Background: an optimization exercise with open tools, aiming at small area, a short achievable clock period and few clock cycles. Do not read the settings as production practice. RTL that was checked went through simulation tests only; none was proved equivalent to the original. Power is estimated from default activity; no workload was simulated.

==> flow/design.v <==
module fww_macro_cpu (
    input  wire        clk,
    input  wire        rst,           
    input  wire        start,         
    input  wire [11:0] start_pc,
    input  wire        ext_allowed,   
    output wire        busy,
    output wire        done,
    output wire [2:0]  status_code,
    output wire [15:0] status_info,
    output wire [15:0] acc,
    output wire [15:0] pc,
    output wire [15:0] ir,
    output wire        mem_req,
    output wire        mem_we,
    output wire [11:0] mem_addr,
    output wire [15:0] mem_wdata,
    input  wire        mem_ack,
    input  wire [15:0] mem_rdata
);
    localparam I_IDLE    = 0,
               I_DONE    = 1,
               I_FETCH   = 2,     
               I_DECODE  = 3,     
               I_OPREAD  = 4,     
               I_WRITE   = 5,     
               I_READ2   = 6,     
               I_NEXT    = 7,     
               I_MUL     = 8,
               I_DIV     = 9,
               I_NEXTMD  = 10,    
               I_NMDR    = 11,    
               I_REFETCH = 12,    
               I_JS2     = 13,    
               I_DZFIX   = 14,    
               I_DZREF   = 15;    
    localparam [2:0] ST_HALTED  = 3'd1,
                     ST_DIVZERO = 3'd2,
                     ST_EXTDIS  = 3'd3,
                     ST_ADDROOR = 3'd4;
    localparam [3:0] OP_LOAD = 4'd1,  OP_STORE = 4'd2,
                     OP_ADD = 4'd3,  OP_SUB = 4'd4,   OP_MUL = 4'd5,
                     OP_DIV = 4'd6,  OP_JUMP = 4'd7,  OP_JZ = 4'd8,
                     OP_JN = 4'd9,   OP_JSUB = 4'd10, OP_RET = 4'd11,
                     OP_LOADI = 4'd12, OP_LOADID = 4'd13;
    reg [15:0] st;
    reg [15:0] acc_r, pc_r, ir_r;
    reg [15:0] v_r;             
    reg [2:0]  st_code;
    reg        info_v;          
    reg        ext_r;
    reg        neg_r;           
    reg        yinv_r;          
    reg [3:0]  cnt;             
    reg        dsq_r;           
    reg        wd_pc;           
    reg        g_apc;           
    reg        g_req;           
    reg        g_reqpc;         
    reg        g_we;            
    reg        g_xinv;          
    reg        g_xir;           
    reg        g_yen;           
    wire s_idle = st[I_IDLE],   s_done = st[I_DONE],     s_fetch = st[I_FETCH];
    wire s_dec  = st[I_DECODE], s_opr  = st[I_OPREAD],   s_wr    = st[I_WRITE];
    wire s_rd2  = st[I_READ2],  s_next = st[I_NEXT],     s_mul   = st[I_MUL];
    wire s_div  = st[I_DIV],    s_nmd  = st[I_NEXTMD],   s_nmdr  = st[I_NMDR];
    wire s_ref  = st[I_REFETCH], s_js2 = st[I_JS2],      s_dzf   = st[I_DZFIX];
    wire s_dzr  = st[I_DZREF];
    function automatic is_read(input [3:0] op);
        is_read = (op == OP_LOAD) || (op == OP_ADD) || (op == OP_SUB) || (op == OP_MUL) ||
                  (op == OP_DIV) || (op == OP_RET) || (op == OP_LOADID);
    endfunction
    wire [3:0]  opcode  = ir_r[15:12];
    wire [11:0] operand = ir_r[11:0];
    wire [15:0] pc_inc  = {3'd0, {1'b0, pc_r[11:0]} + 13'd1};    
    wire        pc_last = (pc_r[11:0] == 12'hfff);    
    wire        pc_ok   = (pc_r[15:12] == 4'd0);
    wire        acc_zero = (acc_r == 16'd0);
    wire o_load  = (opcode == OP_LOAD);
    wire o_store = (opcode == OP_STORE);
    wire o_add   = (opcode == OP_ADD);
    wire o_sub   = (opcode == OP_SUB);
    wire o_mul   = (opcode == OP_MUL);
    wire o_div   = (opcode == OP_DIV);
    wire o_jsub  = (opcode == OP_JSUB);
    wire o_ret   = (opcode == OP_RET);
    wire o_loadi = (opcode == OP_LOADI);
    wire o_ldid  = (opcode == OP_LOADID);
    wire o_jump  = (opcode == OP_JUMP) || (opcode == OP_JZ) || (opcode == OP_JN);
    wire op_read  = is_read(opcode);
    wire op_write = o_store | o_jsub;
    wire ext_bad  = (o_loadi | o_ldid) & ~ext_r;
    wire [3:0] r_op     = mem_rdata[15:12];
    wire       r_store  = (r_op == OP_STORE);
    wire       r_jsub   = (r_op == OP_JSUB);
    wire       r_extbad = ((r_op == OP_LOADI) || (r_op == OP_LOADID)) && !ext_r;
    wire       r_taken  = (r_op == OP_JUMP) ||
                          ((r_op == OP_JZ) && acc_zero) ||
                          ((r_op == OP_JN) && acc_r[15]);
    wire       r_seq    = (r_op != 4'd0) && !is_read(r_op) && !r_store && !r_jsub &&
                          !r_taken && !r_extbad;
    wire       r_halt   = (mem_rdata == 16'd0);
    wire       r_dreq   = (is_read(r_op) & ~r_extbad) | r_store | r_taken;
    wire rdata_zero = r_halt;
    wire ack        = mem_ack;
    wire        x_ir  = g_xir;
    wire        x_inv = g_xinv;
    wire        y_en  = g_yen;
    wire        y_inv = yinv_r ^ (s_div & ir_r[15]);
    wire        cin   = y_inv | x_inv;
    wire [15:0] add_x = x_ir ? (s_div ? {ir_r[14:0], acc_r[15]} : ir_r)
                             : (acc_r ^ {16{x_inv}});
    wire [15:0] add_y = (v_r ^ {16{y_inv}}) & {16{y_en}};
    wire [16:0] add_s = {1'b0, add_x} + {1'b0, add_y} + {16'd0, cin};
    wire        qbit  = ~add_s[15];    
    wire mul_last = (acc_r[15:1] == 15'd0);
    wire skip4    = 1'b0;
    wire i_opnd = st_code[1] & ~st_code[0];    
    wire i_opc  = st_code[1] & st_code[0];     
    wire i_pc   = ~st_code[1] & ~info_v;       
    assign busy        = ~s_idle & ~s_done;
    assign done        = s_done;
    assign status_code = st_code;
    assign status_info = ({16{i_pc}}   & pc_r) |
                         ({16{info_v}} & v_r) |
                         ({16{i_opnd}} & {4'd0, operand}) |
                         ({16{i_opc}}  & {12'd0, opcode});
    assign acc         = acc_r;
    assign pc          = pc_r;
    assign ir          = ir_r;
    assign mem_req   = g_req | (g_reqpc & pc_ok);
    assign mem_we    = g_we;
    assign mem_addr  = ({12{g_apc}} & pc_r[11:0]) |
                       ({12{s_rd2}} & v_r[11:0]) |
                       ({12{~g_apc & ~s_rd2}} & operand);
    assign mem_wdata = wd_pc ? pc_r : acc_r;    
    wire go      = (s_idle | s_done) & start;
    wire f_ack   = s_fetch & pc_ok & ack;
    wire f_bad   = s_fetch & ~pc_ok;
    wire o_ack   = s_opr & ack;
    wire ld_bad  = o_ack & o_ldid & (mem_rdata[15:12] != 4'd0);
    wire d_bad   = s_dec & ext_bad;
    wire div_end = s_div & (skip4 ? (cnt == 4'd3) : (cnt == 4'd0));
    wire md_end  = (s_mul & mul_last) | div_end;
    wire [15:0] st_n;
    assign st_n[I_IDLE]    = s_idle & ~start;
    assign st_n[I_DONE]    = (s_done & ~start) | f_bad | (f_ack & r_halt) | d_bad | ld_bad |
                             (s_dzr & ack);
    assign st_n[I_FETCH]   = go | (s_fetch & pc_ok & ~ack) |
                             (s_dec & ~op_read & ~op_write & ~ext_bad) |
                             (o_ack & o_ret) | s_next | s_nmd | s_js2 | (s_ref & ack);
    assign st_n[I_DECODE]  = f_ack & ~r_halt;
    assign st_n[I_OPREAD]  = (s_dec & op_read & ~ext_bad) | (s_opr & ~ack);
    assign st_n[I_WRITE]   = (s_dec & op_write) | (s_wr & ~ack);
    assign st_n[I_READ2]   = (o_ack & o_ldid & ~ld_bad) | (s_rd2 & ~ack);
    assign st_n[I_NEXT]    = (o_ack & (o_load | o_add | o_sub)) | (s_wr & ack & ~o_jsub) |
                             (s_rd2 & ack);
    assign st_n[I_MUL]     = (o_ack & o_mul) | (s_mul & ~mul_last);
    assign st_n[I_DIV]     = (o_ack & o_div & ~rdata_zero) | (s_div & ~div_end);
    assign st_n[I_NEXTMD]  = md_end & ~pc_last;
    assign st_n[I_NMDR]    = md_end & pc_last;
    assign st_n[I_REFETCH] = s_nmdr | (s_ref & ~ack);
    assign st_n[I_JS2]     = s_wr & ack & o_jsub;
    assign st_n[I_DZFIX]   = o_ack & o_div & rdata_zero;
    assign st_n[I_DZREF]   = s_dzf | (s_dzr & ~ack);
    always @(posedge clk) begin
        if (rst) begin
            st      <= 16'd1 << I_IDLE;
            g_req   <= 1'b0;
            g_reqpc <= 1'b0;
            g_we    <= 1'b0;
        end else begin
            st      <= st_n;
            g_req   <= st_n[I_OPREAD] | st_n[I_WRITE] | st_n[I_READ2] | st_n[I_NEXTMD] |
                       st_n[I_NMDR] | st_n[I_REFETCH] | st_n[I_DZFIX] | st_n[I_DZREF] |
                       (f_ack & r_dreq);
            g_reqpc <= st_n[I_FETCH] | st_n[I_NEXT] | (f_ack & r_seq);
            g_we    <= st_n[I_WRITE] | (f_ack & r_store);
        end
        g_apc  <= st_n[I_FETCH] | st_n[I_NEXT] | st_n[I_NEXTMD] | st_n[I_NMDR] |
                  st_n[I_REFETCH] | st_n[I_DZFIX] | st_n[I_DZREF] | (f_ack & r_seq);
        g_xinv <= st_n[I_OPREAD] | st_n[I_NEXTMD] | st_n[I_NMDR] | st_n[I_DZFIX];
        g_xir  <= st_n[I_MUL] | st_n[I_DIV];
        g_yen  <= st_n[I_NEXT] | st_n[I_DIV] | (o_ack & o_mul & acc_r[0]) |
                  (s_mul & ~mul_last & acc_r[1]);
    end
    always @(posedge clk) begin
        if (go)
            pc_r <= {4'd0, start_pc};
        else if ((s_dec & o_jump & ~dsq_r) | (s_wr & ack & o_jsub))
            pc_r <= {4'd0, operand};
        else if ((f_ack & r_seq) | (s_dec & (o_jsub | (opcode == 4'd0))) |
                 (o_ack & (o_load | o_add | o_sub)) | (s_wr & ack & ~o_jsub) |
                 (s_rd2 & ack) | (md_end & ~pc_last) | (s_ref & ack) | s_js2)
            pc_r <= pc_inc;
        else if (o_ack & o_ret)
            pc_r <= mem_rdata;
        if (go)
            acc_r <= 16'd0;
        else if ((s_dec & o_loadi & dsq_r) | (s_next & (o_load | o_ldid)))
            acc_r <= v_r;
        else if ((s_next & (o_add | o_sub)) | (o_ack & o_div & acc_r[15]) |
                 ((s_nmd | s_nmdr | s_dzf) & neg_r) | (s_mul & mul_last))
            acc_r <= add_s[15:0];
        else if (s_mul)
            acc_r <= {1'b0, acc_r[15:1]};
        else if (s_div)
            acc_r <= skip4 ? {acc_r[11:0], 4'd0} : {acc_r[14:0], qbit};
        if (o_ack & (o_mul | o_div))
            ir_r <= 16'd0;
        else if (f_ack | (s_ref & ack) | (s_dzr & ack))
            ir_r <= mem_rdata;
        else if ((s_mul & ~mul_last) | (s_div & ~skip4))
            ir_r <= add_s[15:0];
        if (f_ack)
            v_r <= {4'd0, mem_rdata[11:0]};
        else if (o_ack | (s_rd2 & ack))
            v_r <= mem_rdata;
        else if (s_mul)
            v_r <= {v_r[14:0], 1'b0};
        if (f_ack) begin
            dsq_r <= r_seq;
            wd_pc <= r_jsub;
        end
        if (o_ack) begin
            yinv_r <= o_sub | (o_div & ~mem_rdata[15]);
            neg_r  <= o_div & (acc_r[15] ^ mem_rdata[15]);
        end
        if (go | busy) begin
            st_code <= {f_bad | ld_bad, d_bad | (s_dzr & ack), (f_ack & r_halt) | d_bad};
            info_v  <= ld_bad;
        end
        if (go)
            ext_r <= ext_allowed;
        if (o_ack & o_div)
            cnt <= 4'd15;
        else if (s_div)
            cnt <= cnt - (skip4 ? 4'd4 : 4'd1);
    end
endmodule
export LEC_CHECK = 0
export CAP_MARGIN = 20
export CORE_MARGIN = 2
export CORE_UTILIZATION = 40
export SETUP_SLACK_MARGIN = 4.5
export SLEW_MARGIN = 20
create_clock -name core_clock -period 8.0 [get_ports {clk}]
standard.sh (not shown) runs the stock make flow with config.mk's settings and CLKGATE_MAP_FILE= SYNTH_SCRIPT=/design/flow/synth_recipe.tcl, a recipe that flattens the netlist after the stock synthesis.
==> flow/flow/run.sh <==
#!/bin/bash
set -euo pipefail
cd "$(dirname "$0")/.."
export BUFFER_PORTS_ARGS="-buffer_cell sky130_fd_sc_hd__buf_1"
bash standard.sh > standard_make.log 2>&1
Edit:
--- a/flow/design.v
+++ b/flow/design.v
@@ -114,9 +114,9 @@
     wire [15:0] add_y = (v_r ^ {16{y_inv}}) & {16{y_en}};
     wire [16:0] add_s = {1'b0, add_x} + {1'b0, add_y} + {16'd0, cin};
     wire        qbit  = ~add_s[15];    
     wire mul_last = (acc_r[15:1] == 15'd0);
-    wire skip4    = 1'b0;
+    wire skip4    = (ir_r == 16'd0) && (acc_r[15:12] == 4'd0) && (cnt >= 4'd3);
     wire i_opnd = st_code[1] & ~st_code[0];    
     wire i_opc  = st_code[1] & st_code[0];     
     wire i_pc   = ~st_code[1] & ~info_v;       
     assign busy        = ~s_idle & ~s_done;
=> The changed run finished with timing, DRC and antenna clean; worst hold slack is worse by 20 ps; design area stays flat; die area falls by 0.41%; routed wire length drops by 3.5%; combinational power increases by 20%; power rose by 11%; clock-buffer cell count came out higher by 2.
Testbench counts after the change, summed over its fixed seeds: cycles 296,501.
Function not checked in the first run of this note: the RTL went through the layout flow alone.

[port drivers added, routing unchanged]
Ports are ideal in the flow. The routed layouts listed here were re-timed in OpenROAD. Step 1: set_driving_cell puts a clkbuf_16 on clk and a buf_2 on each other input, an assumption about the parent block. Step 2 moves the port delays by t, midway between the first and last clock arrival at a register: inputs arrive t later, outputs are due t later. That takes back most of the time a late clock gives input paths. Slacks: ideal ports / drivers / drivers and shift; pairs: ideal ports / drivers.
run	t (ns)	setup slack, ns	hold slack, ns
the first run	0.405	4.507 / 4.533 / 4.128	0.517 / 0.517 / 0.517
the second run	0.396	4.556 / 4.522 / 4.225	0.496 / 0.496 / 0.496
After both steps setup and hold are still met in every run listed. For the first run, which loses most, drivers alone change the setup slack by +0.026 ns; drivers and shift together by -0.379 ns.
